Background: an optimization exercise with open tools, aiming at small area, a short achievable clock period and few clock cycles per item. Do not read the settings as production practice.
Where RTL was checked, it was by simulation tests only, not by an equivalence proof against the original.
Power is estimated from default activity; no workload was simulated.

build 89:
==> flow/design.v (excerpt) <==
module dsk_decoder (
    input  wire         clk,
    input  wire         rst,
    input  wire         in_valid,
    output wire         in_ready,
    input  wire [183:0] in_key,
    input  wire [4:0]   in_klen,
    output reg          out_valid,
    input  wire         out_ready,
    output reg          out_sign,
    output reg  [1:0]   out_class,
    output reg  [31:0]  out_exp,
    output reg  [5:0]   out_dcnt,
    output reg  [143:0] out_digits,
    output wire [2:0]   out_status,
    output wire [4:0]   out_detail
);
==> flow/config.mk <==
export PLATFORM = sky130hd
export DESIGN_NAME = dsk_decoder
export DESIGN_NICKNAME = dsk_decoder
export VERILOG_FILES = /design/flow/design.v
export SDC_FILE = /design/flow/constraint.sdc
export NUM_CORES = 8
export LEC_CHECK = 0
export ABC_AREA = 1
export CAP_MARGIN = 60
export CORE_MARGIN = 2
export CORE_UTILIZATION = 40
export PLACE_DENSITY = 0.6
export SLEW_MARGIN = 60
==> flow/constraint.sdc <==
create_clock -name core_clock -period 25.0 [get_ports {clk}]
set_input_delay 5.0000 -clock core_clock [delete_from_list [all_inputs] [get_ports {clk}]]
set_output_delay 5.0000 -clock core_clock [all_outputs]
set_load 0.01 [all_outputs]
standard.sh (not shown) runs the stock make flow with config.mk's settings and CLKGATE_MAP_FILE= SYNTH_SCRIPT=/design/flow/synth_recipe.tcl, a recipe that flattens the netlist after the stock synthesis.
==> flow/flow/run.sh <==
#!/bin/bash
# The standard layout (the standard.sh, standard synthesis included), with
# plain buffers on the ports instead of the default port buffer cell.
set -euo pipefail
bash standard.sh "BUFFER_PORTS_ARGS=-buffer_cell sky130_fd_sc_hd__buf_2" finish > standard_flow.log 2>&1
Testbench counts of build 89, summed over its fixed seeds: cycles 16,024, items 16,000.
Relative to build 89, the following input files were edited for trial 45:
--- a/flow/design.v
+++ b/flow/design.v
@@ -333,28 +333,42 @@
     endgenerate
     assign dec = xv[119:0];
     assign ep[0] = xv[120] ^ ~tbit;
     generate
         for (gk = 1; gk < 31; gk = gk + 1) begin : g_ep
             if (gk < 30)
                 assign ep[gk] = (pre[gk] & (xv[120 + gk] ^ ~tbit)) | ft[gk - 1];
             else
                 assign ep[gk] = ft[gk - 1];
         end
     endgenerate
     assign adjpos = key[183] ~^ tbit;
+    reg [6:0] kp, kn;              
     always @* begin
-        ke = 7'd0;
-        for (i = 1; i <= 12; i = i + 1)
-            if (gsel[3:0] == i) ke = adjpos ? (7'd0 - 3 * i - 1) : (7'd4 - 3 * i);
+        case (gsel[3:0])
+            4'd1: begin kp = 7'd124; kn = 7'd1; end
+            4'd2: begin kp = 7'd121; kn = 7'd126; end
+            4'd3: begin kp = 7'd118; kn = 7'd123; end
+            4'd4: begin kp = 7'd115; kn = 7'd120; end
+            4'd5: begin kp = 7'd112; kn = 7'd117; end
+            4'd6: begin kp = 7'd109; kn = 7'd114; end
+            4'd7: begin kp = 7'd106; kn = 7'd111; end
+            4'd8: begin kp = 7'd103; kn = 7'd108; end
+            4'd9: begin kp = 7'd100; kn = 7'd105; end
+            4'd10: begin kp = 7'd97; kn = 7'd102; end
+            4'd11: begin kp = 7'd94; kn = 7'd99; end
+            4'd12: begin kp = 7'd91; kn = 7'd96; end
+            default: begin kp = 7'd0; kn = 7'd0; end
+        endcase
+        ke = adjpos ? kp : kn;
     end
     reg [2:0] lastp;               
     always @* begin
         lastp = 3'd0;
         for (i = 0; i < 23; i = i + 1)
             lastp = lastp | ({3{lsel[i]}} & {|key[181 - 8*i -: 2], |key[179 - 8*i -: 2], |key[177 - 8*i -: 2]});
     end
     assign tail = (~r5[0] & lastp[0]) | ((r5[2] | r5[3] | r5[4]) & lastp[1]) |
                   ((r5[3] | r5[4]) & lastp[2]);
     reg       r_e1;
     reg [3:0] r_det1;
     reg       r_sign;
--- outcome ---
Summary — global-route wire length before repair, trial 45 relative to build 89: lower, by about 1%. In the metrics for build 89 and trial 45, the one carrying the higher floorplan die width is trial 45. Summary of trial 45 over build 89: final worst slack up 200 ps; switching part of the total power lower; netlist area before placement now larger; final-layout clock-cell area share now sits higher; cell area rose 1.4%. Compared build 89 against trial 45; core utilization within noise. When the final numbers for build 89 and trial 45 were put side by side, the non-clock buffer count turned out to be greater in build 89. Leakage power figure came out higher on trial 45 than on build 89. Looking at the reports, trial 45 completed the entire flow and the layout it produced met the timing, design-rule and antenna checks. Build 89 ended with every stage complete and zero timing, DRC or antenna violations. Between build 89 and trial 45, sequential share of layout area is higher for build 89, trial 45 comes in under that. Synthesis-to-layout area growth: build 89 and trial 45 compared, higher one is build 89.
For trial 45, only the layout was checked, not whether the RTL still works.

dsk_decoder, a different RTL version from the one above (not shown whole).
Size in the first run: about 740 flip-flops.
==> module dsk_stage_b, before the edit <==
module dsk_stage_b (
    input  wire         e1,
    input  wire [3:0]   det1,
    input  wire         sign_in,
    input  wire [1:0]   cls_in,
    input  wire         d1,
    input  wire         adjpos,
    input  wire [30:0]  ep,
    input  wire [119:0] dec,
    input  wire [3:0]   g,
    input  wire [6:0]   ke,
    input  wire         e2,
    input  wire [3:0]   det2,
    input  wire         tail,
    output wire         sign,
    output wire [1:0]   cls,
    output wire [31:0]  exp,
    output wire [5:0]   dcnt,
    output wire [143:0] digits,
    output wire         status,
    output wire [3:0]   detail
);
    integer i;
    genvar gk;
    wire neg = sign_in;            
    reg [11:0] gvalid, glast;
    always @* begin
        for (i = 0; i < 12; i = i + 1) begin
            gvalid[i] = (g > i);
            glast[i]  = (g == i + 1);
        end
    end
    localparam [28:0] EREM = 29'd463129089;
    reg lo_gt, lo_eq;
    always @* begin
        lo_gt = 1'b0;
        lo_eq = 1'b1;
        for (i = 28; i >= 0; i = i - 1) begin
            if (!EREM[i]) lo_gt = lo_gt | (lo_eq & ep[i]);
            lo_eq = lo_eq & (ep[i] == EREM[i]);
        end
    end
    wire exp_large = ep[30] | (ep[29] & lo_gt);
    wire [5:0]  g3 = {g, 1'b0} + {2'b0, g};
    wire [31:0] xe = adjpos ? {1'b0, ep} : ~{1'b0, ep};
    wire [7:0]  lo = {1'b0, xe[6:0]} + {1'b0, ke};
    wire [24:0] xh = xe[31:7];
    reg  [24:0] pa1, pa2, pa4, pa8, pa16, pz1, pz2, pz4, pz8, pz16;
    reg  [24:0] allone, allzero;   
    always @* begin
        for (i = 0; i < 25; i = i + 1) begin pa1[i] = xh[i]; pz1[i] = ~xh[i]; end
        for (i = 0; i < 25; i = i + 1) begin
            pa2[i] = (i >= 1) ? pa1[i] & pa1[i - 1] : pa1[i];
            pz2[i] = (i >= 1) ? pz1[i] & pz1[i - 1] : pz1[i];
        end
        for (i = 0; i < 25; i = i + 1) begin
            pa4[i] = (i >= 2) ? pa2[i] & pa2[i - 2] : pa2[i];
            pz4[i] = (i >= 2) ? pz2[i] & pz2[i - 2] : pz2[i];
        end
        for (i = 0; i < 25; i = i + 1) begin
            pa8[i] = (i >= 4) ? pa4[i] & pa4[i - 4] : pa4[i];
            pz8[i] = (i >= 4) ? pz4[i] & pz4[i - 4] : pz4[i];
        end
        for (i = 0; i < 25; i = i + 1) begin
            pa16[i] = (i >= 8) ? pa8[i] & pa8[i - 8] : pa8[i];
            pz16[i] = (i >= 8) ? pz8[i] & pz8[i - 8] : pz8[i];
        end
        allone[0] = 1'b1; allzero[0] = 1'b1;
        for (i = 1; i < 25; i = i + 1) begin
            allone[i]  = (i >= 17) ? pa16[i - 1] & pa16[i - 17] : pa16[i - 1];
            allzero[i] = (i >= 17) ? pz16[i - 1] & pz16[i - 17] : pz16[i - 1];
        end
    end
    reg [24:0] hi;
    always @* begin
        for (i = 0; i < 25; i = i + 1)
            hi[i] = xh[i] ^ (ke[6] ? (~lo[7] & allzero[i]) : (lo[7] & allone[i]));
    end
    wire [31:0] fexp = {hi, lo[6:0]};
    reg [9:0] v [0:11];
    always @* begin
        for (i = 0; i < 12; i = i + 1)
            v[i] = dec[119 - 10*i -: 10];
    end
    reg bad_declet, zero_last;
    always @* begin
        bad_declet = 1'b0;
        zero_last  = 1'b0;
        for (i = 0; i < 12; i = i + 1) begin
            bad_declet = bad_declet | (gvalid[i] & (&v[i][9:5]) & (v[i][4] | v[i][3]));
            zero_last  = zero_last | (glast[i] & ~(|v[i]));
        end
    end
    localparam [9:0] C99 = 10'd99, C899 = 10'd899, C900 = 10'd900;
    reg gt99, gt899, gt900, eq99, eq899, eq900;
    always @* begin
        gt99 = 1'b0; gt899 = 1'b0; gt900 = 1'b0;
        eq99 = 1'b1; eq899 = 1'b1; eq900 = 1'b1;
        for (i = 9; i >= 0; i = i - 1) begin
            if (!C99[i])  gt99  = gt99  | (eq99  & v[0][i]);
            if (!C899[i]) gt899 = gt899 | (eq899 & v[0][i]);
            if (!C900[i]) gt900 = gt900 | (eq900 & v[0][i]);
            eq99  = eq99  & (v[0][i] == C99[i]);
            eq899 = eq899 & (v[0][i] == C899[i]);
            eq900 = eq900 & (v[0][i] == C900[i]);
        end
    end
    wire lead_bad = neg ? (glast[0] ? gt900 : gt899) : ~gt99;
    wire ok = ~e1 & ~exp_large & ~e2 & ~bad_declet & ~tail & ~zero_last & ~lead_bad;
    wire [143:0] fd;
    generate
        for (gk = 0; gk < 12; gk = gk + 1) begin : g_dig
            wire [9:0]  w = neg ? (10'd999 - v[gk] + {9'd0, glast[gk]}) : v[gk];
            wire [11:0] bd;
            dsk_bcd10 u_bcd (.v(w), .d(bd));
            wire en = gvalid[gk] & ok;
            assign fd[12*gk + 3 -: 4]  = {4{en}} & bd[11:8];
            assign fd[12*gk + 7 -: 4]  = {4{en}} & bd[7:4];
            assign fd[12*gk + 11 -: 4] = {4{en}} & bd[3:0];
        end
    endgenerate
    reg [3:0] r_det;
    always @* begin
        if (e1)               r_det = det1;
        else if (exp_large)   r_det = 4'd8;
        else if (e2)          r_det = det2;
        else if (bad_declet)  r_det = 4'd11;
        else if (tail)        r_det = 4'd10;
        else if (zero_last)   r_det = 4'd12;
        else if (lead_bad)    r_det = 4'd13;
        else                  r_det = 4'd0;
    end
    assign detail = r_det;
    assign status = (r_det != 4'd0);
    assign sign   = (e1 | ok) & sign_in;
    assign cls    = cls_in;
    assign exp    = {32{ok}} & fexp;
    assign dcnt   = ok ? g3 : {5'd0, d1};
    assign digits = fd;
endmodule
export LEC_CHECK = 0
export ABC_AREA = 1
export CAP_MARGIN = 60
export CORE_MARGIN = 2
export CORE_UTILIZATION = 60
export CTS_BUF_LIST = sky130_fd_sc_hd__clkbuf_16
export CTS_CLUSTER_DIAMETER = 80
export CTS_CLUSTER_SIZE = 25
export PLACE_DENSITY = 0.7
export SLEW_MARGIN = 60
create_clock -name core_clock -period 25.0 [get_ports {clk}]
==> flow/flow/run.sh <==
#!/bin/bash
# The standard layout (the standard.sh, standard synthesis included), with
# plain buffers on the ports instead of the default port buffer cell.
set -euo pipefail
bash standard.sh "BUFFER_PORTS_ARGS=-buffer_cell sky130_fd_sc_hd__buf_1" finish > standard_flow.log 2>&1
Next try:
--- a/flow/design.v
+++ b/flow/design.v
@@ -546,13 +546,27 @@
     wire [143:0] fd;
     generate
         for (gk = 0; gk < 12; gk = gk + 1) begin : g_dig
-            wire [9:0]  w = neg ? (10'd999 - v[gk] + {9'd0, glast[gk]}) : v[gk];
+            wire       dc = neg & glast[gk];
+            wire [9:0] w;
+            genvar bk;
+            for (bk = 0; bk < 10; bk = bk + 1) begin : g_dec
+                if (bk == 0)
+                    assign w[bk] = v[gk][bk] ^ dc;
+                else
+                    assign w[bk] = v[gk][bk] ^ (dc & ~(|v[gk][bk - 1:0]));
+            end
             wire [11:0] bd;
             dsk_bcd10 u_bcd (.v(w), .d(bd));
             wire en = gvalid[gk] & ok;
-            assign fd[12*gk + 3 -: 4]  = {4{en}} & bd[11:8];
-            assign fd[12*gk + 7 -: 4]  = {4{en}} & bd[7:4];
-            assign fd[12*gk + 11 -: 4] = {4{en}} & bd[3:0];
+            genvar dk;
+            for (dk = 0; dk < 3; dk = dk + 1) begin : g_nine
+                wire [3:0] d = bd[11 - 4*dk -: 4];
+                wire [3:0] n = {neg ? ~(d[3] | d[2] | d[1]) : d[3],
+                                d[2] ^ (neg & d[1]),
+                                d[1],
+                                d[0] ^ neg};
+                assign fd[12*gk + 4*dk + 3 -: 4] = {4{en}} & n;
+            end
         end
     endgenerate
     reg [3:0] r_det;
Worst hold slack gains 0.0069 ns.
First-iteration DRC count grows by roughly a tenth.
Design area grows by a few percent.
Count of clock-buffer cells in the layout shrinks by 1.
Wire length grows by roughly a tenth.
Area after synthesis grows by a few percent.
Combinational power shrinks by a few percent.
Clock skew grows by 0.0079 ns.
Sequential share of layout area shrinks by 1.1 points.
Synthesized cell count grows by a few percent.
No run of this note included a check of the RTL's function; only the layout flow was run.

## trial 84
Another version of the RTL of dsk_decoder (not shown whole).
Size in the first run: ~740 flip-flops, ~0.053 mm^2 of cells after synthesis.
Settings: LEC_CHECK=0, ABC_AREA=1, CAP_MARGIN=60, CORE_MARGIN=2, CORE_UTILIZATION=60, CTS_BUF_LIST=sky130_fd_sc_hd__clkbuf_16, CTS_CLUSTER_DIAMETER=80, CTS_CLUSTER_SIZE=25, PLACE_DENSITY=0.7, SLEW_MARGIN=60; clock period 25.0 ns.
Scripts as last shown in full above: flow/flow/run.sh
#### Input delta (trial 87 over trial 84)
diff --git a/flow/design.v b/flow/design.v
--- a/flow/design.v
+++ b/flow/design.v
@@ -9,25 +9,24 @@
     input  wire         out_ready,
     output reg          out_sign,
     output reg  [1:0]   out_class,
     output reg  [31:0]  out_exp,
     output reg  [5:0]   out_dcnt,
     output reg  [143:0] out_digits,
     output wire [2:0]   out_status,
     output wire [4:0]   out_detail
 );
     reg         s0_v;
     reg [183:0] s0_key;
     reg [4:0]   s0_klen;
-    reg         s0_tn;                  
     reg         s1_v;
     reg         s1_e1;
     reg [3:0]   s1_det1;
     reg         s1_sign;
     reg [1:0]   s1_cls;
     reg         s1_d1;
     reg         s1_adjpos;
     reg [30:0]  s1_ep;
     reg [119:0] s1_dec;
     reg [3:0]   s1_g;
     reg [6:0]   s1_ke;
     reg         s1_e2;
@@ -38,25 +37,25 @@
     wire         a_sign;
     wire [1:0]   a_cls;
     wire         a_d1;
     wire         a_adjpos;
     wire [30:0]  a_ep;
     wire [119:0] a_dec;
     wire [3:0]   a_g;
     wire [6:0]   a_ke;
     wire         a_e2;
     wire [3:0]   a_det2;
     wire         a_tail;
     dsk_stage_a sa (
-        .key(s0_key), .klen(s0_klen), .tn(s0_tn),
+        .key(s0_key), .klen(s0_klen),
         .e1(a_e1), .det1(a_det1), .sign(a_sign), .cls(a_cls), .d1(a_d1),
         .adjpos(a_adjpos), .ep(a_ep), .dec(a_dec), .g(a_g), .ke(a_ke),
         .e2(a_e2), .det2(a_det2), .tail(a_tail)
     );
     reg          sk_e1;
     reg [3:0]    sk_det1;
     reg          sk_sign;
     reg [1:0]    sk_cls;
     reg          sk_d1;
     reg          sk_adjpos;
     reg [30:0]   sk_ep;
     reg [119:0]  sk_dec;
@@ -96,25 +95,24 @@
     reg [3:0]   out_det;
     reg         sk_v;
     assign out_status = {2'b00, out_st};
     assign out_detail = {1'b0, out_det};
     reg  ovn;                           
     reg  rdy;                           
     wire adv  = ~sk_v;                  
     assign in_ready = rdy;
     always @(posedge clk) begin
         if (adv) begin
             s0_key    <= in_key;
             s0_klen   <= in_klen;
-            s0_tn     <= ~in_key[180];
             s1_e1     <= a_e1;
             s1_det1   <= a_det1;
             s1_sign   <= a_sign;
             s1_cls    <= a_cls;
             s1_d1     <= a_d1;
             s1_adjpos <= a_adjpos;
             s1_ep     <= a_ep;
             s1_dec    <= a_dec;
             s1_g      <= a_g;
             s1_ke     <= a_ke;
             s1_e2     <= a_e2;
             s1_det2   <= a_det2;
@@ -199,25 +197,24 @@
     dsk_add3 c7 (.i({a6[2:0], v[1]}), .o(a7));
     dsk_add3 t1 (.i({1'b0, a1[3], a2[3], a3[3]}), .o(b1));
     dsk_add3 t2 (.i({b1[2:0], a4[3]}), .o(b2));
     dsk_add3 t3 (.i({b2[2:0], a5[3]}), .o(b3));
     dsk_add3 t4 (.i({b3[2:0], a6[3]}), .o(b4));
     assign d[3:0]  = {a7[2:0], v[0]};
     assign d[7:4]  = {b4[2:0], a7[3]};
     assign d[11:8] = {b1[3], b2[3], b3[3], b4[3]};
 endmodule
 module dsk_stage_a (
     input  wire [183:0] key,
     input  wire [4:0]   klen,
-    input  wire         tn,         
     output wire         e1,         
     output wire [3:0]   det1,
     output wire         sign,
     output wire [1:0]   cls,
     output wire         d1,         
     output wire         adjpos,     
     output wire [30:0]  ep,         
     output wire [119:0] dec,        
     output wire [3:0]   g,          
     output reg  [6:0]   ke,         
     output wire         e2,         
     output wire [3:0]   det2,
@@ -355,34 +352,34 @@
             wire sel = (gk < 78) ? u[2] : uc[2];
             assign s2[155 - gk] = sel ? s3[163 - gk - 8] : s3[163 - gk];
         end
         for (gk = 0; gk < 152; gk = gk + 1) begin : a1
             wire sel = (gk < 76) ? u[1] : uc[1];
             assign s1[151 - gk] = sel ? s2[155 - gk - 4] : s2[155 - gk];
         end
         for (gk = 0; gk < 150; gk = gk + 1) begin : a0
             assign xv[149 - gk] = u[0] ? s1[151 - gk - 2] : s1[151 - gk];
         end
     endgenerate
     assign dec = xv[119:0];
-    assign ep[0] = xv[120] ^ tn;
+    assign ep[0] = xv[120] ^ ~tbit;
     generate
         for (gk = 1; gk < 31; gk = gk + 1) begin : g_ep
             if (gk < 30)
-                assign ep[gk] = (pre[gk] & (xv[120 + gk] ^ tn)) | ft[gk - 1];
+                assign ep[gk] = (pre[gk] & (xv[120 + gk] ^ ~tbit)) | ft[gk - 1];
             else
                 assign ep[gk] = ft[gk - 1];
         end
     endgenerate
-    assign adjpos = key[183] ^ tn;
+    assign adjpos = key[183] ~^ tbit;
     always @* begin
         ke = 7'd0;
         for (i = 1; i <= 12; i = i + 1)
             if (gsel[3:0] == i) ke = adjpos ? (7'd0 - 3 * i - 1) : (7'd4 - 3 * i);
     end
     reg [2:0] lastp;               
     always @* begin
         lastp = 3'd0;
         for (i = 0; i < 23; i = i + 1)
             lastp = lastp | ({3{lsel[i]}} & {|key[181 - 8*i -: 2], |key[179 - 8*i -: 2], |key[177 - 8*i -: 2]});
     end
     assign tail = (~r5[0] & lastp[0]) | ((r5[2] | r5[3] | r5[4]) & lastp[1]) |
[summary]
- Total power of trial 87 is lower than that of trial 84.
- When trial 87 is set beside trial 84, its switching share of power turns out to be 0.42 points smaller.
- Count of clock buffers in the final design went up by a few percent going from trial 84 to trial 87.
- Trial 87 reports its cell type of the slowest stage on the worst timing path as sky130_fd_sc_hd__o21ai_0 while trial 84 reports sky130_fd_sc_hd__edfxtp_1.
- Per the comparison of trial 87 with trial 84, proportion of final cell area spent on non-clock buffers did not really move, number of cell rows did not really move.
Function was not checked in any run of this note: the RTL went through the layout flow alone.

## afterwards: timing with drivers on the ports
No port has a modelled driver above. Below, the same layouts with a new extraction and two added sets of constraints.
Step 1 assumes that a clkbuf_16 drives the clock port and a buf_2 every other input.
Step 2 moves the port delays by t, midway between the first and last clock arrival at a register: inputs arrive t later, outputs are due t later. That takes back most of the time a late clock gives input paths.
Slacks: no drivers / after step 1 / after step 2; pairs: no drivers / after step 1.
run | t (ns) | slack for setup (ns) | clock arrival spread, ns | slew at the worst register clock pin (ns)
build 89 | 0.798 | 18.284 / 18.284 / 18.284 | 0.046 / 0.046 | 0.07 / 0.07
trial 45 | 0.768 | 18.482 / 18.482 / 18.482 | 0.044 / 0.044 | 0.08 / 0.08
the first run of note 2 | 0.738 | 18.627 / 18.617 / 18.427 | 0.062 / 0.061 | 0.11 / 0.11
the second run of note 2 | 0.741 | 18.584 / 18.511 / 18.443 | 0.066 / 0.066 | 0.11 / 0.11
trial 84 | 0.732 | 18.725 / 18.653 / 18.398 | 0.037 / 0.037 | 0.11 / 0.11
trial 87 | 0.713 | 18.672 / 18.646 / 18.555 | 0.056 / 0.056 | 0.11 / 0.11
After both steps every run listed still meets setup and hold. The setup slack of trial 84, which loses most, moves by -0.072 ns with the drivers and by -0.327 ns with both steps.
